From an optimization exercise on the open Yosys and OpenROAD flow, aimed at small area, a short achievable clock period and few clock cycles per item; shortcuts taken in it are not production practice.
Function was checked by simulation only, so behaviour that the tests miss may differ from the original.
Power and IR drop assume default switching activity.

File: design/flow/config.mk
export PLATFORM = sky130hd
export DESIGN_NAME = owcrc_engine
export DESIGN_NICKNAME = owcrc_engine
export VERILOG_FILES = /design/flow/design.v
export SDC_FILE = /design/flow/constraint.sdc
export NUM_CORES = 4
export LEC_CHECK = 0
export CAP_MARGIN = 20
export CORE_MARGIN = 2
export CORE_UTILIZATION = 30
export SLEW_MARGIN = 20
File: design/flow/constraint.sdc
create_clock -name core_clock -period 12.0 [get_ports {clk}]
set_input_delay 2.4000 -clock core_clock [delete_from_list [all_inputs] [get_ports {clk}]]
set_output_delay 2.4000 -clock core_clock [all_outputs]
set_load 0.01 [all_outputs]
File: design/flow/design.v
module owcrc_engine (
    input  wire        clk,
    input  wire        rst,           
    input  wire        host_sel,
    input  wire        host_we,
    input  wire [7:0]  host_addr,
    input  wire [31:0] host_wdata,
    output reg  [31:0] host_rdata
);
    reg [31:0] cmd_q;
    reg        err, ill, wign;
    reg [15:0] crc_acc;
    reg [31:0] devid_lo, devid_hi;
    reg [6:0]  xfer_addr;
    reg [7:0]  xfer_reg;
    reg [4:0]  xfer_len;
    reg [15:0] data_q;
    reg [1:0]  cfg_speed;
    reg [2:0]  cfg_gsel, cfg_isel;
    reg [23:0] res;
    reg [31:0] buf0, buf1, buf2, buf3;
    reg        crc_run;       
    reg [1:0]  widx;          
    reg        lx_run;        
    reg [1:0]  lx_cnt;        
    wire busy = crc_run | lx_run;
    wire wr = host_sel &  host_we;
    wire a_lo = (host_addr[7:6] == 2'b00) && (host_addr[1:0] == 2'b00);
    wire a_hi = (host_addr[7:4] == 4'b0100) && (host_addr[1:0] == 2'b00);
    wire [3:0] ai = host_addr[5:2];
    wire s_cmd  = a_lo && ai == 4'd0;
    wire s_stat = a_lo && ai == 4'd1;
    wire s_crc  = a_lo && ai == 4'd2;
    wire s_dlo  = a_lo && ai == 4'd3;
    wire s_dhi  = a_lo && ai == 4'd4;
    wire s_xfer = a_lo && ai == 4'd5;
    wire s_data = a_lo && ai == 4'd6;
    wire s_cfg  = a_lo && ai == 4'd7;
    wire s_buf  = a_hi;
    wire dropable = s_cmd | s_crc | s_dlo | s_dhi | s_xfer | s_data | s_cfg | s_buf;
    wire wr_ok    = wr & ~busy;
    wire [31:0] status_word = {23'd0, wign, 3'd0, err, ill, 1'b0, err, busy};
    reg  [31:0] rd_lo, rd_buf;
    always @(*) begin
        case (ai)
            4'd0: rd_lo = cmd_q;
            4'd1: rd_lo = status_word;
            4'd2: rd_lo = {16'd0, crc_acc};
            4'd3: rd_lo = devid_lo;
            4'd4: rd_lo = devid_hi;
            4'd5: rd_lo = {11'd0, xfer_len, xfer_reg, 1'b0, xfer_addr};
            4'd6: rd_lo = {16'd0, data_q};
            4'd7: rd_lo = {21'd0, cfg_isel, 1'b0, cfg_gsel, 2'b00, cfg_speed};
            4'd8: rd_lo = {{10{res[21]}}, res[21:0]};
            default: rd_lo = 32'd0;
        endcase
        case (ai[1:0])
            2'd0: rd_buf = buf0;
            2'd1: rd_buf = buf1;
            2'd2: rd_buf = buf2;
            default: rd_buf = buf3;
        endcase
    end
    wire [31:0] rd_val = a_lo ? rd_lo : (a_hi ? rd_buf : 32'd0);
    function [15:0] crc8;
        input [15:0] c;
        input [7:0]  b;
        integer k;
        reg [15:0] x;
        begin
            x = c ^ {8'h00, b};
            for (k = 0; k < 8; k = k + 1)
                x = x[0] ? ((x >> 1) ^ 16'hA001) : (x >> 1);
            crc8 = x;
        end
    endfunction
    wire [15:0] crc_byte_res = crc8(crc_acc, data_q[7:0]);
    reg [31:0] cw;
    always @(*) begin
        case (widx)
            2'd0: cw = buf0;
            2'd1: cw = buf1;
            2'd2: cw = buf2;
            default: cw = buf3;
        endcase
    end
    wire [15:0] t1 = crc8(crc_acc, cw[7:0]);
    wire [15:0] t2 = crc8(t1, cw[15:8]);
    wire [15:0] t3 = crc8(t2, cw[23:16]);
    wire [15:0] t4 = crc8(t3, cw[31:24]);
    wire [4:0]  crem = xfer_len - {1'b0, widx, 2'b00};    
    wire        clast = (crem <= 5'd4);
    reg  [15:0] chunk;
    always @(*) begin
        if (!clast) chunk = t4;
        else case (crem[1:0])
            2'd1: chunk = t1;
            2'd2: chunk = t2;
            2'd3: chunk = t3;
            default: chunk = t4;
        endcase
    end
    wire        dneg  = data_q[15];
    wire [6:0]  dg5   = {3'd0, data_q[3:0]} * 7'd5 + (dneg ? 7'd7 : 7'd4);
    wire [3:0]  dg    = dg5[6:3];
    wire [11:0] dh    = data_q[15:4];
    wire [12:0] dt_v  = {dh[11], dh} * 13'sd10 + {9'd0, dg};
    wire        dt_ok = dneg ? (data_q >= 16'hFC8F) : (data_q <= 16'd2000);
    wire [16:0] bt_m  = {{4{data_q[12]}}, data_q[12:0]} * 17'd10;
    wire [12:0] bt_v  = bt_m[16:4];
    wire        lx_sel_ok = ~cfg_gsel[2] & (cfg_isel != 3'd7);
    wire [3:0]  lx_s   = {2'b00, cfg_gsel[1:0]} + {1'b0, cfg_isel};
    wire [19:0] lx_x   = {data_q, 3'b000} + {4'd0, data_q};    
    function [9:0] lx_step;            
        input [7:0] r;
        input [1:0] b;
        reg [9:0] t;
        reg [9:0] d1, d2, d3;
        begin
            t  = {r, b};
            d1 = t - 10'd250;
            d2 = t - 10'd500;
            d3 = t - 10'd750;
            if (t >= 10'd750)      lx_step = {2'd3, d3[7:0]};
            else if (t >= 10'd500) lx_step = {2'd2, d2[7:0]};
            else if (t >= 10'd250) lx_step = {2'd1, d1[7:0]};
            else                   lx_step = {2'd0, t[7:0]};
        end
    endfunction
    reg [11:0] lx_qn;
    reg [7:0]  lx_rn;
    reg [9:0]  lx_sr;
    integer j;
    always @(*) begin
        lx_qn = res[11:0];
        lx_rn = res[19:12];
        for (j = 0; j < 3; j = j + 1) begin
            lx_sr = lx_step(lx_rn, lx_qn[11:10]);
            lx_qn = {lx_qn[9:0], lx_sr[9:8]};
            lx_rn = lx_sr[7:0];
        end
    end
    wire [7:0]  lx_b  = res[19:12];
    wire [11:1] lx_t  = {lx_b >= 8'd230, lx_b >= 8'd209, lx_b >= 8'd188,
                         lx_b >= 8'd167, lx_b >= 8'd146, lx_b >= 8'd125,
                         lx_b >= 8'd105, lx_b >= 8'd84,  lx_b >= 8'd63,
                         lx_b >= 8'd42,  lx_b >= 8'd21};
    wire [3:0]  lx_h  = {lx_t[8],
                         lx_t[4] & ~lx_t[8],
                         (lx_t[2] & ~lx_t[4]) | (lx_t[6] & ~lx_t[8]) | lx_t[10],
                         (lx_t[1] & ~lx_t[2]) | (lx_t[3] & ~lx_t[4]) |
                         (lx_t[5] & ~lx_t[6]) | (lx_t[7] & ~lx_t[8]) |
                         (lx_t[9] & ~lx_t[10]) | lx_t[11]};
    wire [8:0]  lx_f   = {lx_b, 1'b0} + {5'd0, lx_h};
    wire [20:0] lx_af  = {res[11:0], lx_f};
    wire [3:0]  lx_rs  = 4'd9 - res[23:20];
    wire [20:0] lx_val = lx_af >> lx_rs;
    wire [7:0] op = host_wdata[7:0];
    wire hz      = (host_wdata[31:8] == 24'd0);
    wire op_nop  = hz && op == 8'h00;
    wire op_byte = hz && op == 8'h01;
    wire op_buf  = hz && op == 8'h02;
    wire op_dt   = hz && op == 8'h22;
    wire op_bt   = hz && op == 8'h32;
    wire op_lx   = hz && op == 8'h42;
    wire len_bad = (xfer_len > 5'd16);
    wire c_ill   = ~(op_nop | op_byte | op_buf | op_dt | op_bt | op_lx)
                   | (op_buf & len_bad) | (op_lx & ~lx_sel_ok);
    wire c_rng   = op_dt & ~dt_ok;
    wire start = wr_ok & s_cmd;
    always @(posedge clk)
        host_rdata <= rd_val;
    always @(posedge clk) begin
        if (rst) begin
            cmd_q     <= 32'd0;
            err       <= 1'b0;
            ill       <= 1'b0;
            wign      <= 1'b0;
            crc_acc   <= 16'd0;
            devid_lo  <= 32'd0;
            devid_hi  <= 32'd0;
            xfer_addr <= 7'd0;
            xfer_reg  <= 8'd0;
            xfer_len  <= 5'd0;
            data_q    <= 16'd0;
            cfg_speed <= 2'd0;
            cfg_gsel  <= 3'd1;
            cfg_isel  <= 3'd3;
            res       <= 24'd0;
            buf0      <= 32'd0;
            buf1      <= 32'd0;
            buf2      <= 32'd0;
            buf3      <= 32'd0;
            crc_run   <= 1'b0;
            widx      <= 2'd0;
            lx_run    <= 1'b0;
            lx_cnt    <= 2'd0;
        end else begin
            if (wr && s_stat && host_wdata[8])
                wign <= 1'b0;
            if (wr && dropable && busy)
                wign <= 1'b1;
            if (wr_ok) begin
                if (s_crc)  crc_acc  <= host_wdata[15:0];
                if (s_dlo)  devid_lo <= host_wdata;
                if (s_dhi)  devid_hi <= host_wdata;
                if (s_xfer) begin
                    xfer_addr <= host_wdata[6:0];
                    xfer_reg  <= host_wdata[15:8];
                    xfer_len  <= host_wdata[20:16];
                end
                if (s_data) data_q <= host_wdata[15:0];
                if (s_cfg) begin
                    cfg_speed <= host_wdata[1:0];
                    cfg_gsel  <= host_wdata[6:4];
                    cfg_isel  <= host_wdata[10:8];
                end
                if (s_buf) case (ai[1:0])
                    2'd0: buf0 <= host_wdata;
                    2'd1: buf1 <= host_wdata;
                    2'd2: buf2 <= host_wdata;
                    default: buf3 <= host_wdata;
                endcase
            end
            if (start) begin
                cmd_q <= host_wdata;
                err   <= c_ill | c_rng;
                ill   <= c_ill;
                if (op_byte)
                    crc_acc <= crc_byte_res;
                if (op_buf && !len_bad && xfer_len != 5'd0) begin
                    crc_acc <= chunk;
                    if (!clast) begin
                        crc_run <= 1'b1;
                        widx    <= 2'd1;
                    end
                end
                if (op_dt)
                    res <= dt_ok ? {{11{dt_v[12]}}, dt_v} : 24'd0;
                if (op_bt)
                    res <= {{11{bt_v[12]}}, bt_v};
                if (op_lx && lx_sel_ok) begin
                    res    <= {lx_s, lx_x[19:12], lx_x[11:0]};
                    lx_cnt <= 2'd0;
                    lx_run <= 1'b1;
                end
            end
            if (crc_run) begin
                crc_acc <= chunk;
                widx    <= widx + 2'd1;
                if (clast) begin
                    crc_run <= 1'b0;
                    widx    <= 2'd0;
                end
            end
            if (lx_run) begin
                lx_cnt <= lx_cnt + 2'd1;
                if (lx_cnt[1]) begin
                    res    <= {3'd0, lx_val};
                    lx_run <= 1'b0;
                end else
                    res[19:0] <= {lx_rn, lx_qn};
            end
        end
    end
endmodule
File: design/flow/run.sh
#!/bin/bash
# synth_recipe.tcl (not shown) runs the flow's synth.tcl, then flattens the netlist and writes it again
# the make line also repeats each setting of config.mk as NAME=value (left out here)
make -C /OpenROAD-flow-scripts/flow DESIGN_CONFIG=/design/flow/config.mk WORK_HOME=/design/flow/orfs CLKGATE_MAP_FILE= SYNTH_SCRIPT=/design/flow/synth_recipe.tcl finish
==> results of run 1 <==
## logic make-up (layout without fill, tap and decap cells)
logic type | Yosys count | in the layout | share of synthesized area [%]
other | 0 | 2 | 0
multiplexers | 67 | 67 | 4.90
flip-flops | 349 | 349 | 31.3
XOR/XNOR | 166 | 166 | 6.63
AND/OR/NAND/NOR | 1081 | 1081 | 20.3
AO/OA/AOI/OAI | 911 | 911 | 25.9
adder cells (fa/ha/maj) | 91 | 91 | 5.33
buffers and inverters | 318 | 255 | 5.59
## report_power, final
part | switching, mW | internal (mW) | leakage, nW | total [mW]
logic | 0.0721 | 0.0259 | 5.13 | 0.0979
clock network | 0.507 | 0.615 | 0.547 | 1.12
registers | 0.000641 | 1.16 | 2.81 | 1.16
## cell usage after synthesis, types with 32 or more instances
cell and instances:
a22oi_1 43, a211oi_1 32, xnor2_1 107, mux4_2 33, a21o_1 41, inv_1 57
nand3_1 43, clkbuf_1 221, dfxtp_1 349, nor3_1 36, xor2_1 57, nand2_1 714
nor2_1 160, a21oi_1 431, ha_1 84, a222oi_1 57, o21ai_0 118
## per-layer routing
metal | share of wire (%) | up-vias
li1 | - | 10361
met1 | 42 | 10641
met2 | 46 | 1071
met3 | 8.4 | 214
met4 | 3.9 | 6
met5 | 0.047 | -
## path summary, 6_finish.rpt
| path | cells after the start | slack, ps | start | end |
|---|---|---|---|---|
| min | 2 | 450 | cmd_q[17] | cmd_q[17] |
| max reg2reg | 21 | 5350 | res[18] | res[17] |
| max | 21 | 5350 | res[18] | res[17] |
| min reg2reg | 2 | 450 | cmd_q[17] | cmd_q[17] |
## cell type report
cell class                      instances  area [um2]
Clock inverter                          9        66.3
Timing Repair Buffer                  134        1190
Inverter                               61         229
Sequential cell                       349        6990
Antenna cell                            2        5.00
Tap cell                              969        1210
Multi-Input combinational cell       2316       14200
Clock buffer                           51        1050
Fill cell                            7957       49200
## tightest hold or removal path, cell delays in order, from the launching register on
cell and delay (ps):
dfxtp_1 310, nand2_1 50, a21oi_1 50
## placed cells by master (no fill, tap or decap), types with 25 or more instances in the layout
cell             netlist  routed
o21ai_0              118     117
clkbuf_16              0      39
buf_4                 10      59
nor2_1               160     156
dfxtp_1              349     349
a21oi_1              431     431
xnor2_1              107     106
ha_1                  84      84
nand3_1               43      43
a22oi_1               43      43
a21o_1                41      40
xor2_1                57      57
a222oi_1              57      57
inv_1                 57      57
nand2_1              714     714
mux4_2                33      33
nor3_1                36      32
a211oi_1              32      32
a31oi_1               25      25
mux2i_1               25      25
clkdlybuf4s50_1        0      72
==> out/metrics.yaml, run 1 <==
outcome: "finished clean"
worstSetupEndpointType: "flip-flop"
coreArea_um2: 74100
setup_tns_ps: 0
busiest_layer: "met2"
ys_seq_elements: 349
rsz0062_at_grt: "false"
synth.yosys.seq_area_share_pct: 31.3
place.port_buffers: 75
fmax_mhz: 150
crit_slowest_cell: "dfxtp_1"
peakVddDrop_uv: 113
met2_usage_pct: 35.5
crit_buf_inv: 1
drv_slew: 0
slew_headroom_pct: 20.0
yosys.area.top_type_share_pct: 31.3
fin_crit_sh_pct: 55.4
cts_buffers: 39
placedInstanceArea_um2: 23800
synth-edff-count: 0
cp.arrival_ps: 7160
synth_area_leader_cell: "dfxtp_1"
cts_setup_buffers: 0
required_ps: 12510
place_inst: 3829
ctsHoldBuffers: 0
clkTransAtPathRegs_ps: 60
die_w_um: 277
num_vias: 22293
drive_gt1_share_pct: 6.68
drcViolationCount: 0
hold_path.class: "flip-flop to flip-flop"
clk-insertion-delay-late_ps: 580
place_congestion: 0.951
pre_cts_slack_ps: 5060
syn-num-nets: 3118
wirelength_um: 86600
initial_core_util_pct: 30.2
grt_max_degree: 92
clk_path_buf_depth: 3
timing_hold_violations_final: 0
syn_inst: 2983
path_max_fanout: 21
setup_viol: 0
cts_tree: "built"
worstPathCellList: "nand2_1, or4_1, nand2_1, o21ai_1, xnor2_1, inv_1, ha_1, o21ai_0, a21oi_1, o311ai_0, and4_1, and3_1, a2111o_1, o2111a_1, ha_1, nand2_1, a2111oi_0, o21a_1, a21oi_1, or4_1, nand3_1"
crit_type: "flip-flop to flip-flop"
drtPass1Iterations: 6
cpMostUsedCell: "nand2_1"
p_leak_nw: 8.49
yosysWarnings: 1
clock-sinks: 349
synth.cell_area_um2: 22300
max_cap_viol_count: 0
slowest_delay_ps: 840
grt_pass1_vias: 21228
power_mw: 2.38
start_kind: "flip-flop"
layout.cells.non_filler: 3891
synthDistinctLibCells: 90
drt_iter0_drc: 2675
areaGrowthSynthToFinish_pct: 11.4
ant_nets: 0
whs_ps: 452
nets: 3036
grt.met3_usage_pct: 3.61
boundaryPins: 76
die-area_um2: 76700
grt_pass1_wl_um: 132000
fp.dieH_um: 277
yosys-top-cells-area: "dfxtp_1, nand2_1, a21oi_1, ha_1, xnor2_1"
p_per_area_nw_per_um2: 95.6
period_needed_ps: 6650
syn_area_per_cell_um2: 7.49
grt_usage_pct: 21.8
synth_ff_type: "dfxtp_1"
design_area_um2: 24900
dp.final_hpwl_um: 57600
root_buffer: "clkbuf_16"
worst_slack_ps: 5350
async_reset_ff_share_pct: 0
worstMarginPinSlew_ps: 1200
viasPerCell: 5.73
critPathTopFamily: "simple AND/OR/NAND/NOR gates"
ctsHtreeMaxLevel: 2
wl_per_cell_um: 22.2
rows: 100
antenna_found_initial: 5
finalClockSkew_ps: 20.5
gr-usage-met1_pct: 28.5
cts_resized: 0
final_util_pct: 33.6
overflow: 0
Testbench counts, summed over its fixed seeds: cycles 14,518, commands 1,920.
==> inputs of run 2 (changes only) <==
--- a/design/flow/design.v
+++ b/design/flow/design.v
@@ -134,7 +134,7 @@
     always @(*) begin
         lx_qn = res[11:0];
         lx_rn = res[19:12];
-        for (j = 0; j < 3; j = j + 1) begin
+        for (j = 0; j < 2; j = j + 1) begin
             lx_sr = lx_step(lx_rn, lx_qn[11:10]);
             lx_qn = {lx_qn[9:0], lx_sr[9:8]};
             lx_rn = lx_sr[7:0];
@@ -255,7 +255,7 @@
             end
             if (lx_run) begin
                 lx_cnt <= lx_cnt + 2'd1;
-                if (lx_cnt[1]) begin
+                if (lx_cnt == 2'd3) begin
                     res    <= {3'd0, lx_val};
                     lx_run <= 1'b0;
                 end else
==> run 2 against run 1 <==
  * Critical path depth decreased by 11
  * Largest cell class unchanged
  * Worst setup slack improved by 260 ps
  * Sequential cell count unchanged
  * Sequential power about the same
  * Hold slack about the same
  * Register-to-register slack improved by 1400 ps
  * Non-clock buffer count increased by 3
  * Design area decreased by 1.9%
  * Critical path type is now input port to flip-flop
  * Sequential share of layout area increased by 0.53 points
  * Utilization increased by 0.63 points
  * Clock skew increased by 9.3 ps
==> out/metrics.yaml, run 2 <==
outcome: "finished clean"
syn_inst: 2807  # -5.9%
clk-insertion-delay-late_ps: 580  # about the same
required_ps: 12410  # -100 ps
worstHoldStart: "cfg_speed[0]"
hold_path.class: "flip-flop to flip-flop"
coreArea_um2: 71400  # -3.7%
ant_nets: 0  # unchanged
crit_start: "host_wdata[17]"
nets: 2880  # -5.1%
areaGrowthSynthToFinish_pct: 13.1
worst_r2r_path_depth: 20  # -4.8%
highest_layer: "met5"
place_inst: 3659  # -4.4%
ctsHtreeMaxLevel: 2  # unchanged
wl_per_cell_um: 22.3  # +0.39%
ys_seq_elements: 349  # unchanged
slew_headroom_pct: 26.3  # +6.3 points
grt_pass1_wl_um: 126000  # -4.4%
yosys.area.top_type_share_pct: 32.3  # +1.1 points
final_common_cell: "nand2_1"
drv_slew: 0  # unchanged
syn-num-nets: 2936  # -5.8%
setup_tns_ps: 0  # unchanged
cts_buffers: 39  # unchanged
initial_core_util_pct: 30.3  # +0.10 points
synthDistinctLibCells: 77  # -14%
clkTransAtPathRegs_ps: 60  # about the same
ys_top_cells_by_count: "nand2_1, a21oi_1, dfxtp_1"
overflow: 0  # unchanged
cts_setup_buffers: 0  # unchanged
dp.final_hpwl_um: 56100  # -2.6%
wirelength_met1_um: 35800  # -0.74%
yosysWarnings: 1  # unchanged
worstMarginPinSlew_ps: 1110  # -94.3 ps
routed-wl-met2_um: 35200  # -11%
final_util_pct: 34.2  # +0.63 points
max_cap_viol_count: 0  # unchanged
clk_path_buf_depth: 3  # unchanged
synthMostInstantiatedCell: "nand2_1"
ctsHoldBuffers: 0  # unchanged
cts_resized: 0  # unchanged
grt_max_degree: 157  # +71%
syn_area_per_cell_um2: 7.70  # +2.7%
num_vias: 21211  # -4.9%
setup_viol: 0  # unchanged
place.port_buffers: 75  # unchanged
place_congestion: 0.927  # -2.5%
synth-edff-count: 0  # unchanged
synth.yosys.seq_area_share_pct: 32.3  # +1.1 points
whs_path_depth: 2  # unchanged
rsz0062_at_grt: "false"
async_reset_ff_share_pct: 0  # unchanged
fmax_mhz: 157  # +4.0%
grt_pass1_vias: 19770  # -6.9%
start_kind: "input port"
peakVddDrop_uv: 98.9  # -12%
multi_input_area_um2: 13500  # -4.6%
die_w_um: 272  # -1.7%
rows: 98  # -2.0%
cts_tree: "built"
finalClockSkew_ps: 29.8  # +9.34 ps
fp.dieH_um: 272  # -1.7%
timing_hold_violations_final: 0  # unchanged
drt_iter0_drc: 2906  # +8.6%
clock-sinks: 349  # unchanged
die-area_um2: 74200  # -3.3%
drive_gt1_share_pct: 7.34  # +0.67 points
p_per_area_nw_per_um2: 102  # +6.5%
fillCellCount: 7560  # -5.0%
period_needed_ps: 6390  # -257 ps
synth_area_leader_cell: "dfxtp_1"
final-seq-area_um2: 6990  # unchanged
synth_ff_type: "dfxtp_1"
dr_wl_met3_um: 8710  # +19%
p_leak_nw: 8.49  # about the same
layout.cells.non_filler: 3729  # -4.2%
path_max_fanout: 19  # -9.5%
drtPass1Iterations: 6  # unchanged
worstSetupEndpointType: "flip-flop"
crit_type: "input port to flip-flop"
synth.cell_area_um2: 21600  # -3.3%
drcViolationCount: 0  # unchanged
final_cell_mix: "nand2_1, a21oi_1, dfxtp_1, nor2_1, xnor2_1"
grt_usage_pct: 21.8  # about the same
yosys-top-cells-area: "dfxtp_1, nand2_1, a21oi_1, ha_1, xnor2_1"
r2r-start: "data_q[0]"
antenna_found_initial: 4  # -1
boundaryPins: 76  # unchanged
wirelength_um: 83300  # -3.8%
root_buffer: "clkbuf_16"
viasPerCell: 5.69  # -0.72%
fin_crit_sh_pct: 53.2  # -2.1 points
cp.arrival_ps: 6800  # -360 ps
-- run 2: per-stage QoR --
| stage | power (mW) | area, um2 | setup slack [ps] | hold WS, ps |
|---|---|---|---|---|
| after floorplan | 1.24 | 21600 | 7100 | 432 |
| after global placement | 1.28 | 23100 | 5310 | 442 |
| after detailed placement | 1.28 | 23100 | 5200 | 447 |
| after CTS | 2.50 | 24400 | 5790 | 454 |
| after global routing | 2.54 | 24400 | 5310 | 468 |
| final | 2.49 | 24400 | 5610 | 452 |
-- run 2: cells by family (layout without fill, tap and decap cells) --
kind of cell             after synthesis  in the layout  share of synthesized area (%)
buffers and inverters                294            265                           5.35
multiplexers                          82             82                           5.82
XOR/XNOR                             174            174                           8.18
other                                  0              1                              0
AO/OA/AOI/OAI                        837            837                           24.1
adder cells (fa/ha/maj)               85             85                           5.17
AND/OR/NAND/NOR                      986            986                           19.1
flip-flops                           349            349                           32.3
-- run 2: path summary, 6_finish.rpt --
| path | to | slack, ps |
|---|---|---|
| hold reg to reg | cfg_speed[0] | 450 |
| hold / removal | cfg_speed[0] | 450 |
| setup / recovery | res[19] | 5610 |
| setup reg to reg | res[14] | 6770 |
-- run 2: cell type report --
type | instances | area share [%]
multi-input combinational | 2164 | 55.3
sequential | 349 | 28.6
timing repair buffer | 137 | 5.04
tap | 950 | 4.86
clock buffer | 58 | 4.78
inverter | 60 | 0.922
clock inverter | 10 | 0.497
antenna | 1 | 0.0102
-- run 2: worst max-delay path, cell delays in order --
cell and delay (ps):
clkdlybuf4s50_1 600, nor4_1 700, nand4_1 220, nor2_1 360
nand4_1 720, and2_1 430, nor2_1 490, nor2_1 350
o311ai_0 440, a31oi_1 70
-- run 2: per-layer routing --
| layer | global-route usage, % | up-vias |
|---|---|---|
| met5 | 0 | - |
| met4 | 8.98 | 6 |
| met3 | 4.24 | 214 |
| met2 | 32.3 | 1172 |
| met1 | 30.8 | 10030 |
| li1 | - | 9789 |
-- run 2: where the power goes --
| part | switching (mW) | leakage (nW) | internal, mW | total (mW) |
|---|---|---|---|---|
| Clock | 0.527 | 0.630 | 0.701 | 1.23 |
| Combinational | 0.0724 | 5.05 | 0.0279 | 0.100 |
| Sequential | 0.000679 | 2.81 | 1.16 | 1.16 |
Testbench counts of run 2, summed over its fixed seeds: cycles 14,986, commands 1,920.
==> inputs of run 3 (changes only) <==
==> design/flow/flow/run.sh (new file) <==
#!/bin/bash
# The standard ORFS layout (standard.sh, standard synthesis unchanged) with
# faster port buffers and timing repair asked to leave extra setup slack.
set -euo pipefail
MARGIN=$(cat flow/margin.txt)
PORTBUF=$(cat flow/portbuf.txt)
bash standard.sh SETUP_SLACK_MARGIN=$MARGIN "BUFFER_PORTS_ARGS=-buffer_cell $PORTBUF" finish > standard.log 2>&1
==> design/flow/flow/margin.txt (new file) <==
8.2
==> design/flow/flow/portbuf.txt (new file) <==
sky130_fd_sc_hd__buf_4
==> design/flow/standard.sh (new file) <==
#!/bin/bash
# synth_recipe.tcl (not shown) runs the flow's synth.tcl, then flattens the netlist and writes it again
# the make line also repeats each setting of config.mk as NAME=value (left out here)
make -C /OpenROAD-flow-scripts/flow DESIGN_CONFIG=/design/flow/config.mk WORK_HOME=/design/flow/orfs CLKGATE_MAP_FILE= SYNTH_SCRIPT=/design/flow/synth_recipe.tcl "${@:-finish}"
--- a/design/flow/config.mk
+++ b/design/flow/config.mk
@@ -9,3 +9,4 @@
 export CORE_MARGIN = 2
 export CORE_UTILIZATION = 30
 export SLEW_MARGIN = 20
+export TNS_END_PERCENT = 0
removed: design/flow/run.sh
==> run 3 against run 2 <==
  * Synthesized cell count stayed put
  * Maximum frequency is 42% higher
  * Combinational power about the same
  * Global-route usage is 0.29 points higher
  * First-iteration DRC count up 11%
  * Sequential power about the same
  * Clock-buffer cell count shrank 2
  * Critical path type unchanged
  * Highest routed layer is now met4
==> out/metrics.yaml, run 3 <==
synth_top_family_by_area: "compound AO/OA/AOI/OAI gates"
cts_tree: "built"
syn_area_per_cell_um2: 7.70  # unchanged
pre_cts_slack_ps: 5920  # +717 ps
grt_pass1_wl_um: 127000  # +0.71%
drive_gt1_share_pct: 14.2  # +6.8 points
final_cell_mix: "nand2_1, a21oi_1, dfxtp_1, buf_4, nor2_1"
cp.arrival_ps: 4990  # -1810 ps
worst_slack_ps: 7510  # +1900 ps
drtPass1Iterations: 7  # +1
grt_pass1_vias: 20008  # +1.2%
wirelength_um: 84600  # +1.6%
synth-edff-count: 0  # unchanged
yosys.area.top_type_share_pct: 32.3  # unchanged
clock-sinks: 349  # unchanged
synth_xor_area_share_pct: 8.18  # unchanged
overflow: 0  # unchanged
p_per_area_nw_per_um2: 101  # -0.47%
viasPerCell: 5.73  # +0.72%
fmax_mhz: 223  # +42%
fp.dieH_um: 272  # unchanged
clk-insertion-delay-late_ps: 610  # +30 ps
synthDistinctLibCells: 77  # unchanged
ys_top_cells_by_count: "nand2_1, a21oi_1, dfxtp_1"
rows: 98  # unchanged
period_needed_ps: 4490  # -1900 ps
ys_seq_elements: 349  # unchanged
worstHoldStart: "cmd_q[2]"
yosys-top-cells-area: "dfxtp_1, nand2_1, a21oi_1, ha_1, xnor2_1"
dp.final_hpwl_um: 56500  # +0.70%
synthSimpleGateAreaFrac_pct: 19.1  # unchanged
synthMostInstantiatedCell: "nand2_1"
placedInstanceArea_um2: 22900  # -0.92%
fin_crit_sh_pct: 37.4  # -16 points
synthAdderAreaFrac_pct: 5.17  # unchanged
path_max_fanout: 43  # +24
setup_tns_ps: 0  # unchanged
synth.cell_area_um2: 21600  # unchanged
worstMarginPinSlew_ps: 1060  # -44.0 ps
hold_path.class: "flip-flop to flip-flop"
root_buffer: "clkbuf_16"
setup_viol: 0  # unchanged
yosysWarnings: 1  # unchanged
initial_core_util_pct: 30.3  # unchanged
clkTransAtPathRegs_ps: 60  # about the same
wl_per_cell_um: 22.5  # +0.76%
boundaryPins: 76  # unchanged
design_area_um2: 25100  # +2.8%
die_w_um: 272  # unchanged
finalClockSkew_ps: 40.9  # +11.0 ps
syn_inst: 2807  # unchanged
crit_start: "host_addr[3]"
final_util_pct: 35.2  # +0.96 points
grt_max_degree: 93  # -41%
drv_slew: 0  # unchanged
syn-num-nets: 2936  # unchanged
synth_compound_area_share_pct: 24.1  # unchanged
p_leak_nw: 8.91  # +4.9%
die-area_um2: 74200  # unchanged
grt_usage_pct: 22.1  # +0.29 points
cts_buffers: 40  # +2.6%
ctsHtreeMaxLevel: 2  # unchanged
crit_type: "input port to flip-flop"
synth.yosys.seq_area_share_pct: 32.3  # unchanged
final_common_cell: "nand2_1"
synth_area_leader_cell: "dfxtp_1"
async_reset_ff_share_pct: 0  # unchanged
place.port_buffers: 75  # unchanged
peakVddDrop_uv: 89.2  # -9.8%
place_congestion: 0.929  # +0.25%
r2r-start: "widx[0]"
synth_ff_type: "dfxtp_1"
drt_iter0_drc: 3221  # +11%
whs_ps: 454  # +1.70 ps
nets: 2909  # +1.0%
drcViolationCount: 0  # unchanged
rsz0062_at_grt: "true"
outcome: "finished clean"
slew_headroom_pct: 29.2  # +2.9 points
num_vias: 21548  # +1.6%
timing_hold_violations_final: 0  # unchanged
worstSetupEndpointType: "flip-flop"
required_ps: 12500  # +90 ps
clk_path_buf_depth: 3  # unchanged
antenna_found_initial: 1  # -3
areaGrowthSynthToFinish_pct: 16.3
ant_nets: 0  # unchanged
coreArea_um2: 71400  # unchanged
synthMuxAreaShare_pct: 5.82  # unchanged
antenna_cells: 0  # -1
max_cap_viol_count: 0  # unchanged
start_kind: "input port"
==> run 3: cell counts after synthesis <==
Identical to the previous run, type by type.
==> run 3: final timing paths <==
| path | endpoint | slack, ps | cells past startpoint |
|---|---|---|---|
| min | cmd_q[2] | 450 | 2 |
| max reg2reg | crc_acc[0] | 7600 | 15 |
| min reg2reg | cmd_q[2] | 450 | 2 |
| max | xfer_reg[5] | 7510 | 7 |
==> run 3: cells by family (layout without fill, tap and decap cells) <==
logic type                 count (synthesis)  in the layout
AOI/OAI and AO/OA                        837            837
and+or+nand+nor                          986            987
xor gates and xnor gates                 174            174
muxes                                     82             82
DFF                                      349            349
adders and majority gates                 85             85
buffers and inverters                    294            297
==> run 3: metrics by stage <==
step | cells | total power [mW]
floorplan | 2807 | 1.24
global route | 3761 | 2.61
global placement | 3647 | 1.28
detailed placement | 3647 | 1.28
CTS | 3754 | 2.55
finish | 3761 | 2.55
==> run 3: cell type report <==
type	instances	area [um2]
Clock buffer	56	1150
Multi-Input combinational cell	2165	14000
Fill cell	7533	46200
Clock inverter	17	214
Timing Repair Buffer	164	1350
Sequential cell	349	7020
Inverter	60	225
Tap cell	950	1190
==> run 3: per-layer routing <==
layer / wire length, um / vias up / share of wire (%) / GRT usage, %
met5: 0 / - / 0 / 0
met4: 2990 / 0 / 3.5 / 8.16
met3: 9270 / 182 / 11 / 4.06
met2: 36400 / 1251 / 43 / 33.4
met1: 35900 / 10271 / 42 / 31.1
li1: - / 9844 / - / -
==> run 3: repair_timing <==
item                                    in CTS  in global routing
hold buffers                                 0                  0
pin swaps                                   36                 16
endpoints found under the setup margin     346                347
gates cloned                                 2                  0
gates resized for setup                    111                 27
buffers inserted                            32                  7
endpoints found under the hold margin        0                  0
==> run 3: report_power, final <==
group | internal, mW | switching, mW
clock | 0.743 | 0.542
sequential | 1.16 | 0.000665
combinational | 0.0263 | 0.0754
total | 1.93 | 0.618
==> run 3: worst max-delay path: stages <==
cell	delay, ps
buf_6	240
nand2b_1	320
nor2_1	730
buf_4	380
and2_2	600
nand2_1	110
a21oi_1	160
==> inputs of run 4 (changes only) <==
--- a/design/flow/design.v
+++ b/design/flow/design.v
@@ -134,7 +134,7 @@
     always @(*) begin
         lx_qn = res[11:0];
         lx_rn = res[19:12];
-        for (j = 0; j < 2; j = j + 1) begin
+        for (j = 0; j < 3; j = j + 1) begin
             lx_sr = lx_step(lx_rn, lx_qn[11:10]);
             lx_qn = {lx_qn[9:0], lx_sr[9:8]};
             lx_rn = lx_sr[7:0];
@@ -255,7 +255,7 @@
             end
             if (lx_run) begin
                 lx_cnt <= lx_cnt + 2'd1;
-                if (lx_cnt == 2'd3) begin
+                if (lx_cnt[1]) begin
                     res    <= {3'd0, lx_val};
                     lx_run <= 1'b0;
                 end else
==> design/flow/flow/margin.txt (replaced) <==
8
--- a/design/flow/config.mk
+++ b/design/flow/config.mk
@@ -9,4 +9,3 @@
 export CORE_MARGIN = 2
 export CORE_UTILIZATION = 30
 export SLEW_MARGIN = 20
-export TNS_END_PERCENT = 0
==> run 4 against run 3 <==
  * Still clean
  * Final cell count rose by 7.8%
  * Utilization increased by 3.0 points
  * Sequential power hardly changed
  * Global-route usage is 0.078 points lower
  * Critical path depth is 16 higher
  * Combinational power grew 16%
  * Area after synthesis grew 3.4%
  * Total power down 1.5%
  * Hold slack about the same
  * Clock skew is 14 ps lower
==> out/metrics.yaml, run 4 <==
drcViolationCount: 0  # unchanged
wirelength_um: 90000  # +6.3%
setup_viol: 0  # unchanged
boundaryPins: 76  # unchanged
ys_seq_elements: 349  # unchanged
peakVddDrop_uv: 88.5  # -0.78%
synthMostInstantiatedCell: "nand2_1"
start_kind: "flip-flop"
synth_ff_type: "dfxtp_1"
grt_max_degree: 89  # -4.3%
fmax_mhz: 205  # -8.1%
grt_pass1_wl_um: 133000  # +5.3%
yosys-top-cells-area: "dfxtp_1, nand2_1, a21oi_1, ha_1, xnor2_1"
place_congestion: 0.938  # +0.98%
timing_hold_violations_final: 0  # unchanged
final_common_cell: "nand2_1"
areaGrowthSynthToFinish_pct: 26.5
overflow: 0  # unchanged
design_area_um2: 28300  # +13%
cp.arrival_ps: 5320  # +330 ps
p_comb_share_pct: 4.7  # +0.7 points
final_cell_mix: "nand2_1, a21oi_1, dfxtp_1, buf_4, nor2_1"
synthDistinctLibCells: 90  # +17%
viasPerCell: 5.73  # about the same
cts_buffers: 39  # -2.5%
ys_top_cells_by_count: "nand2_1, a21oi_1, dfxtp_1"
wl_per_cell_um: 22.2  # -1.4%
grt_pass1_vias: 21638  # +8.1%
yosysWarnings: 1  # unchanged
synth.yosys.seq_area_share_pct: 31.3  # -1.1 points
synth.cell_area_um2: 22300  # +3.4%
slew_headroom_pct: 34.5  # +5.3 points
syn_area_per_cell_um2: 7.49  # -2.7%
yosys.area.top_type_share_pct: 31.3  # -1.1 points
finalClockSkew_ps: 27.1  # -13.8 ps
period_needed_ps: 4880  # +393 ps
path_max_fanout: 5  # -88%
synth_area_leader_cell: "dfxtp_1"
max_cap_viol_count: 0  # unchanged
ctsHtreeMaxLevel: 2  # unchanged
clkPwrFrac_pct: 49.2  # -1.3 points
clkTransAtPathRegs_ps: 70  # about the same
coreArea_um2: 74100  # +3.8%
switchingPower_mw: 0.611  # -1.1%
drt_iter0_drc: 2892  # -10%
p_leak_nw: 9.99  # +12%
fin_crit_sh_pct: 40.7  # +3.3 points
setup_tns_ps: 0  # unchanged
crit_type: "flip-flop to flip-flop"
p_int_mw: 1.90  # -1.7%
fp.dieH_um: 277  # +1.7%
clk_path_buf_depth: 3  # unchanged
ant_nets: 0  # unchanged
grt_usage_pct: 22.0  # -0.078 points
worstSetupEndpointType: "flip-flop"
outcome: "finished clean"
pwr-share-seq_pct: 46.1  # +0.6 points
p_per_area_nw_per_um2: 88.6  # -13%
placedInstanceArea_um2: 23900  # +4.3%
cts_tree: "built"
worstMarginPinSlew_ps: 982  # -79.5 ps
syn-num-nets: 3118  # +6.2%
rsz0062_at_grt: "true"
hold_path.class: "flip-flop to flip-flop"
place.port_buffers: 75  # unchanged
drive_gt1_share_pct: 22.0  # +7.9 points
rows: 100  # +2.0%
drtPass1Iterations: 10  # +3
die-area_um2: 76700  # +3.4%
required_ps: 12430  # -70 ps
synth-edff-count: 0  # unchanged
async_reset_ff_share_pct: 0  # unchanged
dp.final_hpwl_um: 57300  # +1.4%
syn_inst: 2983  # +6.3%
drv_slew: 0  # unchanged
clk-insertion-delay-late_ps: 560  # -50 ps
p_sw_share_pct: 24.4  # +0.10 points
clock-sinks: 349  # unchanged
power_mw: 2.51  # -1.5%
initial_core_util_pct: 30.2  # -0.10 points
root_buffer: "clkbuf_16"
nets: 3190  # +9.7%
num_vias: 23246  # +7.9%
fillCellCount: 7530  # -0.040%
ctsHoldBuffers: 0  # unchanged
antenna_found_initial: 4  # +3
die_w_um: 277  # +1.7%
run 4: power by group through the flow:
stage	Combinational, mW	Clock (mW)	Sequential (mW)
finish	0.118	1.23	1.16
global route	0.120	1.29	1.15
CTS	0.106	1.24	1.16
detailed placement	0.0967	0	1.19
global placement	0.0971	0	1.19
floorplan	0.0618	0	1.19
run 4: stage by stage:
step / setup WS [ps] / hold slack, ps / util [%] / instances
6_report: 7120 / 454 / 38.2 / 4055
5_1_grt: 6980 / 465 / 38.2 / 4054
4_1_cts: 7180 / 454 / 36.8 / 4008
3_5_place_dp: 6080 / 446 / 32.3 / 3818
3_3_place_gp: 6080 / 442 / 32.3 / 3818
2_1_floorplan: 7130 / 436 / - / 2983
run 4: path summary, 6_finish.rpt:
kind	slack, ps	depth (start not counted)	end	start
max	7120	23	res[13]	res[19]
min	450	2	cmd_q[17]	cmd_q[17]
max reg2reg	7120	23	res[13]	res[19]
min reg2reg	450	2	cmd_q[17]	cmd_q[17]
run 4: cells by family (layout without fill, tap and decap cells):
kind of cell | Yosys count | after routing | synth area share (%)
simple gates | 1081 | 1084 | 20.3
compound gates | 911 | 912 | 25.9
flops | 349 | 349 | 31.3
buf+inv | 318 | 416 | 5.59
xor+xnor | 166 | 166 | 6.63
fa+ha+maj | 91 | 91 | 5.33
mux | 67 | 67 | 4.90
other cells | 0 | 1 | 0
run 4: layout make-up:
type	count	area [um2]	area share, %
sequential	349	7060	25.0
tap	969	1210	4.29
antenna	1	2.50	0.00885
clock inverter	15	126	0.447
inverter	61	249	0.881
clock buffer	56	1170	4.15
multi-input combinational	2320	15800	56.0
timing repair buffer	284	2630	9.28
run 4: worst max-delay path: stages (launching register included):
cell	delay [ps]
dfxtp_2	330
buf_12	120
nand4bb_4	200
or4b_4	510
o211a_4	280
o21ai_4	210
xnor2_4	140
inv_2	80
ha_4	130
o21ai_2	50
a21oi_1	120
o311ai_1	110
and4_4	220
and3_4	160
a2111o_1	340
o2111a_2	200
ha_4	200
a21o_1	170
a31o_1	190
a22oi_2	250
nor2b_2	90
or3_4	390
a31oi_4	170
o32ai_2	100
run 4: per-layer routing:
layer	vias up	share of wire, %	routed length, um	GRT usage, %
li1	10716	-	-	-
met1	11119	41	36600	29.4
met2	1181	45	40800	35.4
met3	220	9.9	8910	4.53
met4	10	3.9	3490	6.97
met5	-	0.16	144	0
run 4: repair_timing:
| item | in CTS | in global routing |
|---|---|---|
| endpoints found under the setup margin | 330 | 225 |
| pin swaps | 76 | 67 |
| cloned | 8 | 5 |
| setup buffers | 111 | 41 |
| gates resized for setup | 259 | 112 |
Testbench counts of run 4, summed over its fixed seeds: cycles 14,518, commands 1,920.
==> inputs of run 5 (changes only) <==
--- a/design/flow/design.v
+++ b/design/flow/design.v
@@ -134,7 +134,7 @@
     always @(*) begin
         lx_qn = res[11:0];
         lx_rn = res[19:12];
-        for (j = 0; j < 3; j = j + 1) begin
+        for (j = 0; j < 2; j = j + 1) begin
             lx_sr = lx_step(lx_rn, lx_qn[11:10]);
             lx_qn = {lx_qn[9:0], lx_sr[9:8]};
             lx_rn = lx_sr[7:0];
@@ -170,27 +170,53 @@
     wire start = wr_ok & s_cmd;
     always @(posedge clk)
         host_rdata <= rd_val;
+    wire [31:0] wd    = host_wdata & {32{~rst}};
+    wire [31:0] wd_cfg = wd | {22'd0, rst, rst, 3'd0, rst, 4'd0};
+    wire ld_crc  = rst | (wr_ok & s_crc);
+    wire ld_dlo  = rst | (wr_ok & s_dlo);
+    wire ld_dhi  = rst | (wr_ok & s_dhi);
+    wire ld_xfer = rst | (wr_ok & s_xfer);
+    wire ld_data = rst | (wr_ok & s_data);
+    wire ld_cfg  = rst | (wr_ok & s_cfg);
+    wire ld_cmd  = rst | start;
+    wire ld_b0   = rst | (wr_ok & s_buf & ai[1:0] == 2'd0);
+    wire ld_b1   = rst | (wr_ok & s_buf & ai[1:0] == 2'd1);
+    wire ld_b2   = rst | (wr_ok & s_buf & ai[1:0] == 2'd2);
+    wire ld_b3   = rst | (wr_ok & s_buf & ai[1:0] == 2'd3);
+    always @(posedge clk) begin
+        if (ld_dlo)  devid_lo <= wd;
+        if (ld_dhi)  devid_hi <= wd;
+        if (ld_xfer) begin
+            xfer_addr <= wd[6:0];
+            xfer_reg  <= wd[15:8];
+            xfer_len  <= wd[20:16];
+        end
+        if (ld_data) data_q <= wd[15:0];
+        if (ld_cfg) begin
+            cfg_speed <= wd_cfg[1:0];
+            cfg_gsel  <= wd_cfg[6:4];
+            cfg_isel  <= wd_cfg[10:8];
+        end
+        if (ld_cmd) cmd_q <= wd;
+        if (ld_b0)  buf0 <= wd;
+        if (ld_b1)  buf1 <= wd;
+        if (ld_b2)  buf2 <= wd;
+        if (ld_b3)  buf3 <= wd;
+    end
+    always @(posedge clk) begin
+        if (ld_crc)
+            crc_acc <= wd[15:0];
+        else if (crc_run || (start && op_buf && !len_bad && xfer_len != 5'd0))
+            crc_acc <= chunk;
+        else if (start && op_byte)
+            crc_acc <= crc_byte_res;
+    end
     always @(posedge clk) begin
         if (rst) begin
-            cmd_q     <= 32'd0;
             err       <= 1'b0;
             ill       <= 1'b0;
             wign      <= 1'b0;
-            crc_acc   <= 16'd0;
-            devid_lo  <= 32'd0;
-            devid_hi  <= 32'd0;
-            xfer_addr <= 7'd0;
-            xfer_reg  <= 8'd0;
-            xfer_len  <= 5'd0;
-            data_q    <= 16'd0;
-            cfg_speed <= 2'd0;
-            cfg_gsel  <= 3'd1;
-            cfg_isel  <= 3'd3;
             res       <= 24'd0;
-            buf0      <= 32'd0;
-            buf1      <= 32'd0;
-            buf2      <= 32'd0;
-            buf3      <= 32'd0;
             crc_run   <= 1'b0;
             widx      <= 2'd0;
             lx_run    <= 1'b0;
@@ -200,40 +226,12 @@
                 wign <= 1'b0;
             if (wr && dropable && busy)
                 wign <= 1'b1;
-            if (wr_ok) begin
-                if (s_crc)  crc_acc  <= host_wdata[15:0];
-                if (s_dlo)  devid_lo <= host_wdata;
-                if (s_dhi)  devid_hi <= host_wdata;
-                if (s_xfer) begin
-                    xfer_addr <= host_wdata[6:0];
-                    xfer_reg  <= host_wdata[15:8];
-                    xfer_len  <= host_wdata[20:16];
-                end
-                if (s_data) data_q <= host_wdata[15:0];
-                if (s_cfg) begin
-                    cfg_speed <= host_wdata[1:0];
-                    cfg_gsel  <= host_wdata[6:4];
-                    cfg_isel  <= host_wdata[10:8];
-                end
-                if (s_buf) case (ai[1:0])
-                    2'd0: buf0 <= host_wdata;
-                    2'd1: buf1 <= host_wdata;
-                    2'd2: buf2 <= host_wdata;
-                    default: buf3 <= host_wdata;
-                endcase
-            end
             if (start) begin
-                cmd_q <= host_wdata;
                 err   <= c_ill | c_rng;
                 ill   <= c_ill;
-                if (op_byte)
-                    crc_acc <= crc_byte_res;
-                if (op_buf && !len_bad && xfer_len != 5'd0) begin
-                    crc_acc <= chunk;
-                    if (!clast) begin
-                        crc_run <= 1'b1;
-                        widx    <= 2'd1;
-                    end
+                if (op_buf && !len_bad && xfer_len != 5'd0 && !clast) begin
+                    crc_run <= 1'b1;
+                    widx    <= 2'd1;
                 end
                 if (op_dt)
                     res <= dt_ok ? {{11{dt_v[12]}}, dt_v} : 24'd0;
@@ -246,8 +244,7 @@
                 end
             end
             if (crc_run) begin
-                crc_acc <= chunk;
-                widx    <= widx + 2'd1;
+                widx <= widx + 2'd1;
                 if (clast) begin
                     crc_run <= 1'b0;
                     widx    <= 2'd0;
@@ -255,7 +252,7 @@
             end
             if (lx_run) begin
                 lx_cnt <= lx_cnt + 2'd1;
-                if (lx_cnt[1]) begin
+                if (lx_cnt == 2'd3) begin
                     res    <= {3'd0, lx_val};
                     lx_run <= 1'b0;
                 end else
==> design/flow/flow/margin.txt (replaced) <==
8.2
--- a/design/flow/config.mk
+++ b/design/flow/config.mk
@@ -9,3 +9,4 @@
 export CORE_MARGIN = 2
 export CORE_UTILIZATION = 30
 export SLEW_MARGIN = 20
+export TNS_END_PERCENT = 0
==> run 5 against run 4 <==
  * Still clean on timing, DRC and antenna
  * Clock power about the same
  * Area after synthesis decreased by 7.3%
  * Design area decreased by 12%
  * Register-to-register slack improved by 350 ps
  * Via count down 27%
  * Worst setup slack better by 350 ps
  * Critical path depth down 10
  * Global-route usage decreased by 1.7 points
  * Largest cell class unchanged
==> out/metrics.yaml, run 5 <==
outcome: "finished clean"
start_kind: "input port"
required_ps: 12490  # +60 ps
antenna_found_initial: 2  # -2
rows: 96  # -4.0%
peakVddDrop_uv: 374  # +320%
place.port_buffers: 75  # unchanged
timing_hold_violations_final: 0  # unchanged
hold_path.class: "flip-flop to flip-flop"
fmax_mhz: 220  # +7.6%
setup_viol: 0  # unchanged
fp.dieH_um: 267  # -3.6%
slowest_delay_ps: 470  # -40 ps
drv_slew: 0  # unchanged
drt_iter0_drc: 2503  # -13%
synth.cell_area_um2: 20700  # -7.3%
design_area_um2: 24800  # -12%
ctsHtreeMaxLevel: 2  # unchanged
fin_crit_sh_pct: 37.8  # -2.9 points
root_buffer: "clkbuf_16"
syn-num-nets: 2043  # -34%
max_cap_viol_count: 0  # unchanged
grt_pass1_vias: 16414  # -24%
clk_path_buf_depth: 3  # unchanged
placedInstanceArea_um2: 22300  # -6.5%
rsz0062_at_grt: "true"
p_per_area_nw_per_um2: 187  # +110%
grt_usage_pct: 20.3  # -1.7 points
worstSetupEndpointType: "flip-flop"
ant_nets: 0  # unchanged
grt_pass1_wl_um: 108000  # -19%
setup_tns_ps: 0  # unchanged
syn_area_per_cell_um2: 10.8  # +45%
cts_tree: "built"
layout.cells.non_filler: 2915  # -28%
wirelength_um: 73700  # -18%
nets: 2129  # -33%
clock-sinks: 349  # unchanged
grt_max_degree: 66  # -26%
p_leak_nw: 8.77  # -12%
viasPerCell: 5.81  # +1.4%
cts_buffers: 39  # unchanged
crit_slowest_cell: "nor4_4"
finalClockSkew_ps: 23.4  # -3.67 ps
overflow: 0  # unchanged
yosys-top-cells-area: "edfxtp_1, dfxtp_1, ha_1, xnor2_1, a21oi_1"
final_cell_mix: "edfxtp_1, buf_4, a21oi_1, nand2_1, nor2_1"
areaGrowthSynthToFinish_pct: 19.5
wl_per_cell_um: 25.3  # +14%
clk-insertion-delay-late_ps: 570  # about the same
dp.final_hpwl_um: 48900  # -15%
boundaryPins: 76  # unchanged
yosys.area.top_type_share_pct: 41.1  # +9.9 points
synthDistinctLibCells: 76  # -16%
path_max_fanout: 6  # +1
yosysWarnings: 1  # unchanged
drcViolationCount: 0  # unchanged
place_congestion: 0.978  # +4.2%
synth_area_leader_cell: "edfxtp_1"
final_util_pct: 36.2  # -2.0 points
num_vias: 16950  # -27%
drtPass1Iterations: 9  # -1
synth_ff_type: "edfxtp_1"
ys_seq_elements: 349  # unchanged
period_needed_ps: 4540  # -345 ps
cp.arrival_ps: 5020  # -300 ps
worstPathCellList: "buf_4, nor4_4, nand4_1, buf_4, nor4_4, buf_4, nand2_2, nor2_1, a21oi_1, a211oi_1, a21oi_1, a211o_1, a21oi_1"
coreArea_um2: 68500  # -7.6%
crit_type: "input port to flip-flop"
synthMostInstantiatedCell: "edfxtp_1"
synth.yosys.seq_area_share_pct: 47.4  # +16 points
drive_gt1_share_pct: 19.4  # -2.6 points
place_inst: 2782  # -27%
clkTransAtPathRegs_ps: 60  # about the same
die-area_um2: 71200  # -7.2%
ys_top_cells_by_count: "edfxtp_1, a21oi_1, nand2_1"
async_reset_ff_share_pct: 0  # unchanged
syn_inst: 1914  # -36%
final_common_cell: "edfxtp_1"
worstMarginPinSlew_ps: 1250  # +263 ps
synth-edff-count: 284  # +284
die_w_um: 267  # -3.6%
slew_headroom_pct: 16.8  # -18 points
initial_core_util_pct: 30.3  # +0.10 points
run 5: changes by cell type in the layout (fill, tap and decap cells not counted), sizes merged, moves of 14 or more:
cell | before | now
nor2 | 160 | 126
nor2b | 13 | 71
a21oi | 433 | 151
o21ai | 121 | 107
dfxtp | 349 | 65
buf | 276 | 164
nand2 | 715 | 134
edfxtp | 0 | 284
run 5: timing repair:
item	in CTS	in global routing
cloned	4	0
pin swaps	45	4
gates resized for setup	116	14
hold buffers	0	0
endpoints found under the setup margin	365	363
setup buffers	54	1
run 5: cells by family after synthesis:
| group | synth area share, % |
|---|---|
| muxes | 5.11 |
| buffers and inverters | 3.23 |
| and+or+nand+nor | 10.9 |
| adders and majority gates | 5.39 |
| xor gates and xnor gates | 8.47 |
| AOI/OAI and AO/OA | 19.5 |
| DFF | 47.4 |
run 5: area by class of cell:
class	instances	area, um2
Clock buffer	56	1120
Multi-Input combinational cell	1390	10900
Clock inverter	16	176
Sequential cell	349	9850
Inverter	52	211
Tap cell	882	1100
Timing Repair Buffer	168	1440
Fill cell	6725	43700
Antenna cell	2	5.00
run 5: path summary, 6_finish.rpt:
| check | from | to | slack, ps | cells past startpoint |
|---|---|---|---|---|
| hold / removal | res[22] | res[22] | 460 | 2 |
| setup / recovery | host_wdata[14] | res[7] | 7460 | 13 |
| hold reg to reg | res[22] | res[22] | 460 | 2 |
| setup reg to reg | widx[1] | crc_acc[0] | 7470 | 16 |
run 5: worst max-delay path, delay by kind of cell:
kind	cells	cell delay, ps
and+or+nand+nor	5	1230
AOI/OAI and AO/OA	5	850
buffers and inverters	3	540
run 5: power breakdown:
group          total [mW]  internal, mW  switching (mW)  leakage (nW)
logic                1.92         0.931           0.988          4.86
registers            1.50          1.41          0.0811          3.28
clock network        1.22         0.720           0.500         0.636
run 5: per-stage QoR:
step	power (mW)	hold slack [ps]	worst slack, ps
floorplan	2.72	432	7360
global placement	3.07	443	5960
detailed placement	3.09	447	5920
CTS	4.62	454	7590
global route	4.83	472	7330
finish	4.63	458	7460
run 5: metal layers:
metal / GRT usage (%) / routed length [um] / part of all wire [%]
met4: 6.19 / 2180 / 3.0
met5: 0 / 10 / 0.014
met2: 32.4 / 34000 / 46
met1: 27.9 / 31000 / 42
met3: 3.78 / 6550 / 8.9
Testbench counts of run 5, summed over its fixed seeds: cycles 14,986, commands 1,920.
==> inputs of run 6 (changes only) <==
--- a/design/flow/design.v
+++ b/design/flow/design.v
@@ -167,7 +167,7 @@
     wire c_ill   = ~(op_nop | op_byte | op_buf | op_dt | op_bt | op_lx)
                    | (op_buf & len_bad) | (op_lx & ~lx_sel_ok);
     wire c_rng   = op_dt & ~dt_ok;
-    wire start = wr_ok & s_cmd;
+    wire start = wr_ok & s_cmd & ~rst;
     always @(posedge clk)
         host_rdata <= rd_val;
     wire [31:0] wd    = host_wdata & {32{~rst}};
@@ -203,20 +203,35 @@
         if (ld_b2)  buf2 <= wd;
         if (ld_b3)  buf3 <= wd;
     end
-    always @(posedge clk) begin
-        if (ld_crc)
-            crc_acc <= wd[15:0];
-        else if (crc_run || (start && op_buf && !len_bad && xfer_len != 5'd0))
-            crc_acc <= chunk;
-        else if (start && op_byte)
-            crc_acc <= crc_byte_res;
-    end
+    wire        crc_cmd_ld  = start & ((op_buf & ~len_bad & (xfer_len != 5'd0)) | op_byte);
+    wire [15:0] crc_cmd_val = host_wdata[0] ? crc_byte_res : chunk;
+    wire [15:0] crc_other   = ld_crc ? wd[15:0] : (crc_run ? chunk : crc_acc);
+    always @(posedge clk)
+        crc_acc <= crc_cmd_ld ? crc_cmd_val : crc_other;
+    wire        res_cmd_ld  = start & (op_dt | op_bt | (op_lx & lx_sel_ok));
+    wire [23:0] res_dt      = dt_ok ? {{11{dt_v[12]}}, dt_v} : 24'd0;
+    wire [23:0] res_bt      = {{11{bt_v[12]}}, bt_v};
+    wire [23:0] res_lx0     = {lx_s, lx_x[19:12], lx_x[11:0]};
+    wire [23:0] res_cmd_val = host_wdata[6] ? res_lx0 : (host_wdata[4] ? res_bt : res_dt);
+    reg  [23:0] res_other;
+    always @(*) begin
+        res_other = res;
+        if (rst)
+            res_other = 24'd0;
+        else if (lx_run) begin
+            if (lx_cnt == 2'd3)
+                res_other = {3'd0, lx_val};
+            else
+                res_other[19:0] = {lx_rn, lx_qn};
+        end
+    end
+    always @(posedge clk)
+        res <= res_cmd_ld ? res_cmd_val : res_other;
     always @(posedge clk) begin
         if (rst) begin
             err       <= 1'b0;
             ill       <= 1'b0;
             wign      <= 1'b0;
-            res       <= 24'd0;
             crc_run   <= 1'b0;
             widx      <= 2'd0;
             lx_run    <= 1'b0;
@@ -233,12 +248,7 @@
                     crc_run <= 1'b1;
                     widx    <= 2'd1;
                 end
-                if (op_dt)
-                    res <= dt_ok ? {{11{dt_v[12]}}, dt_v} : 24'd0;
-                if (op_bt)
-                    res <= {{11{bt_v[12]}}, bt_v};
                 if (op_lx && lx_sel_ok) begin
-                    res    <= {lx_s, lx_x[19:12], lx_x[11:0]};
                     lx_cnt <= 2'd0;
                     lx_run <= 1'b1;
                 end
@@ -252,11 +262,8 @@
             end
             if (lx_run) begin
                 lx_cnt <= lx_cnt + 2'd1;
-                if (lx_cnt == 2'd3) begin
-                    res    <= {3'd0, lx_val};
+                if (lx_cnt == 2'd3)
                     lx_run <= 1'b0;
-                end else
-                    res[19:0] <= {lx_rn, lx_qn};
             end
         end
     end
--- a/design/flow/config.mk
+++ b/design/flow/config.mk
@@ -9,4 +9,4 @@
 export CORE_MARGIN = 2
 export CORE_UTILIZATION = 30
 export SLEW_MARGIN = 20
-export TNS_END_PERCENT = 0
+export TNS_END_PERCENT = 20
==> run 6 against run 5 <==
  * Largest cell class unchanged
  * Synthesized cell count decreased by 2.2%
  * Sequential share of layout area decreased by 2.0 points
  * Clock power about the same
  * Worst setup slack improved by 260 ps
  * Largest power group unchanged
  * Via count increased by 3.7%
==> out/metrics.yaml, run 6 <==
outcome: "finished clean"
crit_cells: 17  # +4
clk-insertion-delay-late_ps: 570  # about the same
cts_tree: "built"
die-area_um2: 71200  # about the same
synth.cell_area_um2: 20700  # about the same
grt.met3_usage_pct: 3.82  # +0.037 points
ys_top_cells_by_count: "edfxtp_1, a21oi_1, nand2_1"
busiest_layer: "met2"
cts_buffers: 39  # unchanged
drcViolationCount: 0  # unchanged
fillCellCount: 6453  # -4.0%
drt_iter0_drc: 2452  # -2.0%
switchingPower_mw: 2.79  # +78%
cp.arrival_ps: 4700  # -320 ps
viasPerCell: 5.87  # +1.0%
final_util_pct: 39.0  # +2.8 points
synthDistinctLibCells: 84  # +11%
worstMarginPinSlew_ps: 1290  # +43.8 ps
place_inst: 2751  # -1.1%
root_buffer: "clkbuf_16"
drv_slew: 0  # unchanged
drive_gt1_share_pct: 29.5  # +10 points
crit_slowest_cell: "a222oi_1"
layout.cells.non_filler: 2992  # +2.6%
gr-usage-met1_pct: 28.7  # +0.80 points
crit_type: "flip-flop to flip-flop"
grt_pass1_vias: 16308  # -0.65%
worst_r2r_path_depth: 17  # +1
p_int_mw: 4.34  # +42%
grt_usage_pct: 20.4  # +0.076 points
max_cap_viol_count: 0  # unchanged
areaGrowthSynthToFinish_pct: 28.7
path_max_fanout: 8  # +2
pre_cts_slack_ps: 5640  # -275 ps
final_cell_mix: "edfxtp_1, buf_4, nand2_1, nor2_1, a21oi_1"
synth_ff_type: "edfxtp_1"
dp.final_hpwl_um: 49000  # +0.16%
place_congestion: 0.930  # -5.0%
final_common_cell: "edfxtp_1"
synthMostInstantiatedCell: "edfxtp_1"
wl_per_cell_um: 25.4  # +0.46%
peakVddDrop_uv: 579  # +55%
start_kind: "flip-flop"
antenna_found_initial: 5  # +3
antenna_cells: 0  # -2
boundaryPins: 76  # unchanged
syn_area_per_cell_um2: 11.1  # +2.2%
clkPwrFrac_pct: 16.6  # -9.7 points
slew_headroom_pct: 13.9  # -2.9 points
ctsHtreeMaxLevel: 2  # unchanged
placedInstanceArea_um2: 22300  # -0.15%
worst_slack_ps: 7720  # +258 ps
yosys.area.top_type_share_pct: 44.6  # +3.5 points
ant_nets: 0  # unchanged
hold_path.class: "flip-flop to flip-flop"
whs_ps: 454  # -4.28 ps
coreArea_um2: 68500  # unchanged
crit_buf_inv: 4  # +1
synth.yosys.seq_area_share_pct: 48.6  # +1.2 points
worstSetupEndpointType: "flip-flop"
fmax_mhz: 234  # +6.0%
clkTransAtPathRegs_ps: 60  # about the same
wirelength_um: 76000  # +3.1%
syn-num-nets: 2001  # -2.1%
worstPathCellList: "inv_6, ha_4, buf_12, buf_16, a222oi_1, a21oi_4, xnor2_4, xnor3_2, xor2_1, xnor3_2, xor2_2, buf_4, xor2_2, mux2i_1, a211oi_2, or3_1, a21oi_2"
p_per_area_nw_per_um2: 268  # +43%
syn_inst: 1872  # -2.2%
met2_usage_pct: 31.6  # -0.82 points
place.port_buffers: 75  # unchanged
timing_hold_violations_final: 0  # unchanged
fp.dieH_um: 267  # about the same
pwr-share-seq_pct: 23.0  # -9.3 points
initial_core_util_pct: 30.3  # about the same
p_leak_nw: 9.77  # +11%
fin_crit_sh_pct: 35.7  # -2.1 points
clock-sinks: 349  # unchanged
power_mw: 7.14  # +54%
yosysWarnings: 1  # unchanged
slowest_delay_ps: 510  # +40 ps
critPathTopFamily: "XOR/XNOR gates"
rows: 96  # unchanged
finalClockSkew_ps: 13.7  # -9.72 ps
ys_seq_elements: 349  # unchanged
synth_area_leader_cell: "edfxtp_1"
rsz0062_at_grt: "true"
async_reset_ff_share_pct: 0  # unchanged
required_ps: 12420  # -70 ps
yosys-top-cells-area: "edfxtp_1, ha_1, xnor2_1, dfxtp_1, mux4_2"
setup_tns_ps: 0  # unchanged
die_w_um: 267  # about the same
whs_path_depth: 1  # -1
grt_max_degree: 50  # -24%
p_sw_share_pct: 39.1  # +5.3 points
p_comb_share_pct: 60.4  # +19 points
grt_pass1_wl_um: 108000  # +0.10%
num_vias: 17573  # +3.7%
overflow: 0  # unchanged
design_area_um2: 26700  # +7.7%
drtPass1Iterations: 8  # -1
synth-edff-count: 308  # +8.5%
clk_path_buf_depth: 3  # unchanged
period_needed_ps: 4280  # -258 ps
setup_viol: 0  # unchanged
nets: 2208  # +3.7%
[run 6: cell types whose count changed after synthesis, moves of 6 or more]
| cell | previous run | this run |
|---|---|---|
| o221ai_1 | 11 | 4 |
| a221oi_1 | 8 | 15 |
| a211oi_1 | 43 | 18 |
| clkbuf_1 | 104 | 90 |
| dfxtp_1 | 65 | 41 |
| nor2b_1 | 71 | 60 |
| xnor2_1 | 105 | 111 |
| edfxtp_1 | 284 | 308 |
| o21bai_1 | 10 | 4 |
[run 6: path summary, 6_finish.rpt]
check	startpoint	slack, ps	to
worst max-delay path	widx[1]	7720	crc_acc[15]
worst min-delay path	ill	450	ill
worst max register to register	widx[1]	7720	crc_acc[15]
worst min register to register	ill	450	ill
[run 6: cell type report]
type,count,area [um2],area share (%)
well taps,882,1100,4.14
repair buffers,270,2470,9.26
flip-flops and latches,349,10100,37.8
clock inverters,15,123,0.460
inverters,58,245,0.920
multi-input cells,1361,11500,43.1
clock buffers,57,1150,4.30
[run 6: power by group through the flow]
stage	sequential [mW]	combinational [mW]	clock, mW
after CTS	1.63	3.85	1.19
after global placement	1.68	2.93	0
after floorplan	1.58	2.31	0
final	1.64	4.31	1.19
after detailed placement	1.68	2.93	0
after global routing	1.65	4.55	1.24
[run 6: metal layers]
layer,vias up,wire [um]
met4,6,2290
met1,8774,31300
met5,-,40
met2,1052,34300
met3,147,8010
li1,7594,-
[run 6: kinds of logic after synthesis]
family | count (synthesis) | share of synthesized area (%)
multiplexers | 66 | 5.34
adder cells (fa/ha/maj) | 85 | 5.39
AO/OA/AOI/OAI | 553 | 17.9
flip-flops | 349 | 48.6
AND/OR/NAND/NOR | 470 | 10.8
XOR/XNOR | 178 | 8.56
buffers and inverters | 171 | 3.34
[run 6: repair_timing]
item / 4_1_cts / 5_1_grt
hold buffers: 0 / 0
pin swaps: 83 / 96
endpoints found under the setup margin: 368 / 362
gates cloned: 10 / 7
gates resized for setup: 240 / 125
setup buffers: 95 / 57
Testbench counts of run 6, summed over its fixed seeds: cycles 14,986, commands 1,920.

port drivers added, routing unchanged:
In the flow no input, the clock included, has a driving cell. The finished layouts below were timed again as built, in two steps. Step 1, drivers: a clkbuf_16 drives clk and a buf_2 each remaining input, both assumed. Step 2 moves the port delays by t, midway between the first and last clock arrival at a register: inputs arrive t later, outputs are due t later. That takes back most of the time a late clock gives input paths. a / b / c = ideal ports / drivers / drivers and shift; a / b = the first two.
| run | t (ns) | setup WS [ns] | hold slack, ns | clock arrival spread, ns |
|---|---|---|---|---|
| run 1 | 0.625 | 5.355 / 5.355 / 4.772 | 0.452 / 0.452 / 0.452 | 0.023 / 0.023 |
| run 2 | 0.618 | 5.611 / 5.648 / 5.030 | 0.452 / 0.452 / 0.452 | 0.032 / 0.032 |
| run 3 | 0.655 | 7.509 / 7.538 / 6.882 | 0.454 / 0.454 / 0.454 | 0.041 / 0.041 |
| run 4 | 0.611 | 7.116 / 7.116 / 6.821 | 0.454 / 0.454 / 0.454 | 0.031 / 0.031 |
| run 5 | 0.611 | 7.461 / 7.470 / 6.875 | 0.458 / 0.458 / 0.458 | 0.029 / 0.029 |
| run 6 | 0.613 | 7.719 / 7.719 / 7.160 | 0.454 / 0.454 / 0.454 | 0.018 / 0.018 |
After both steps setup and hold are still met in every run listed. For run 3, which loses most, drivers alone change the setup slack by +0.029 ns; drivers and shift together by -0.627 ns.
